From an optimization exercise on the open Yosys and OpenROAD flow, aimed at small area, a short achievable clock period and few clock cycles per item; shortcuts taken in it are not production practice.
Function was checked by simulation only, so behaviour that the tests miss may differ from the original.
Power figures rest on the tool's default switching activity, not on a simulated workload.

==> flow/design.v (excerpt) <==
module mae_bq #(
    parameter N_CH = 8
) (
    input  wire        clk,
    input  wire        rst,
    input  wire        cmd_valid,
    output wire        cmd_ready,
    input  wire [31:0] cmd_data,
    output wire        rsp_valid,
    input  wire        rsp_ready,
    output wire [31:0] rsp_data
);
clock: 22.0 ns
lec_check: 0
abc_clock_period_in_ps: 5000
cap_margin: 20
core_margin: 2
core_utilization: 40
place_density: 0.6
slew_margin: 20
standard.sh (not shown) runs the stock make flow with config.mk's settings and CLKGATE_MAP_FILE= SYNTH_SCRIPT=/design/flow/synth_recipe.tcl, a recipe that flattens the netlist after the stock synthesis.
==> flow/flow/run.sh <==
#!/bin/bash
# The standard flow, with synthesis unchanged, but with timing repair after
# floorplan, clock tree and global routing aiming for a setup slack of
# MARGIN ns (a clock period of about 22 - MARGIN ns) instead of 0, and the
# port buffers made plain buffers (buf_4) instead of the default choice.
set -euo pipefail
MARGIN=16.0
bash standard.sh synth > synth.log 2>&1
bash standard.sh SETUP_SLACK_MARGIN=$MARGIN TNS_END_PERCENT=100 \
    "BUFFER_PORTS_ARGS=-buffer_cell sky130_fd_sc_hd__buf_4" finish > layout.log 2>&1
Testbench counts at the start, summed over its fixed seeds: cycles 16,867, items 3,200.
Next try:
--- a/flow/design.v
+++ b/flow/design.v
@@ -1569,53 +1569,59 @@
         if (rst)
             act_r <= {(NK-1){1'b0}};
         else
             act_r <= act[NK-2:0];
         ach_r  <= ach[3*NK-4:0];
         aidx_r <= aidx[IW*NK-IW-1:0];
         aflt_r <= flt_in[NK-1:1];
     end
     wire        take_dat = ov & oph & rsp_ready;
     wire        free     = take_dat;
     wire [IW-1:0] head1  = (head == NR - 1) ? {IW{1'b0}} : head + 1'b1;
     wire [31:0] dat_h    = (rob_st[head] == ST_OK && rob_hd[head]) ? rob_dat[head] : 32'd0;
-    wire [31:0] w_rdy    = !ov  ? {29'd0, rob_st[head]} :
-                           !oph ? dat_h : {29'd0, rob_st[head1]};
-    wire [31:0] w_idle   = (ov & oph) ? dat_h : {29'd0, rob_st[head]};
+    wire [IW-1:0] fin_i  = aidx[12*IW +: IW];
+    wire [2:0]  st_fin   = fault12 ? ST_NUMERIC : ST_OK;
+    wire        fin_h    = act[12] && fin_i == head;
+    wire        fin_h1   = act[12] && fin_i == head1;
+    wire [2:0]  st_h     = fin_h  ? st_fin : rob_st[head];
+    wire [2:0]  st_h1    = fin_h1 ? st_fin : rob_st[head1];
+    wire [31:0] w_rdy    = !ov  ? {29'd0, st_h} :
+                           !oph ? dat_h : {29'd0, st_h1};
+    wire [31:0] w_idle   = (ov & oph) ? dat_h : {29'd0, st_h};
     always @(posedge clk) begin
         if (rst) begin
             head <= {IW{1'b0}};
             tail <= {IW{1'b0}};
             cnt  <= 4'd0;
             ov   <= 1'b0;
             oph  <= 1'b0;
             rob_done <= {NR{1'b0}};
         end else begin
             if (iss) begin
                 rob_done[tail] <= ~iss_s;
                 rob_st[tail]   <= iss_st;
                 rob_hd[tail]   <= iss_s;
                 tail <= (tail == NR - 1) ? {IW{1'b0}} : tail + 1'b1;
             end
             if (act[12]) begin
                 rob_done[aidx[12*IW +: IW]] <= 1'b1;
                 rob_st[aidx[12*IW +: IW]]   <= fault12 ? ST_NUMERIC : ST_OK;
             end
             cnt <= cnt + {3'd0, iss} - {3'd0, free};
             if (!ov) begin
-                ov  <= rob_done[head];
+                ov  <= rob_done[head] | fin_h;
                 oph <= 1'b0;
             end else if (!oph) begin
                 if (rsp_ready) oph <= 1'b1;
             end else if (rsp_ready) begin
                 rob_done[head] <= 1'b0;
                 head <= head1;
-                ov   <= rob_done[head1];
+                ov   <= rob_done[head1] | fin_h1;
                 oph  <= 1'b0;
             end
         end
         odat <= rsp_ready ? w_rdy : w_idle;
         if (act[6]) rob_dat[aidx[6*IW +: IW]] <= yreg;
     end
     assign rsp_valid = ov;
     assign rsp_data  = odat;
 endmodule
Result: Setup slack gets worse by 0.073 ns. Clock power rose by about 7%. First-iteration DRC count fell by 3.2%. Die area rose by about 1.2%. Power rose by about 4%. Hold slack gets better by 0.0062 ns. Non-clock buffer count rose by 52. Final area rose by about 2%. Wire length rose by 2.9%. Critical path depth rose by 2. Cell count rose by 3.0%. Utilization rose by 0.33 points. Flip-flop and latch count does not change.
Testbench counts after the change, summed over its fixed seeds: cycles 16,745, items 3,200.

-- separate check: timing with driven ports --
The results above use ideal ports. As a check the final layouts listed here were re-extracted and re-timed, cells and wires unchanged. Step 1: set_driving_cell puts a clkbuf_16 on clk and a buf_2 on each other input, an assumption about the parent block. Step 2 moves the port delays by t, midway between the first and last clock arrival at a register: inputs arrive t later, outputs are due t later. That takes back most of the time a late clock gives input paths. a / b / c = ideal / step 1 / step 2; a / b = the first two.
run | shift t [ns] | setup slack, ns | latest minus earliest clock arrival (ns) | worst slew at a driven data input, ns
the first run | 0.905 | 16.071 / 15.979 / 15.222 | 0.069 / 0.070 | 0.06
the second run | 0.902 | 15.999 / 16.035 / 15.133 | 0.100 / 0.100 | 0.08
After both steps setup and hold are still met in every run listed. For the second run, which loses most, drivers alone change the setup slack by +0.036 ns; drivers and shift together by -0.866 ns.
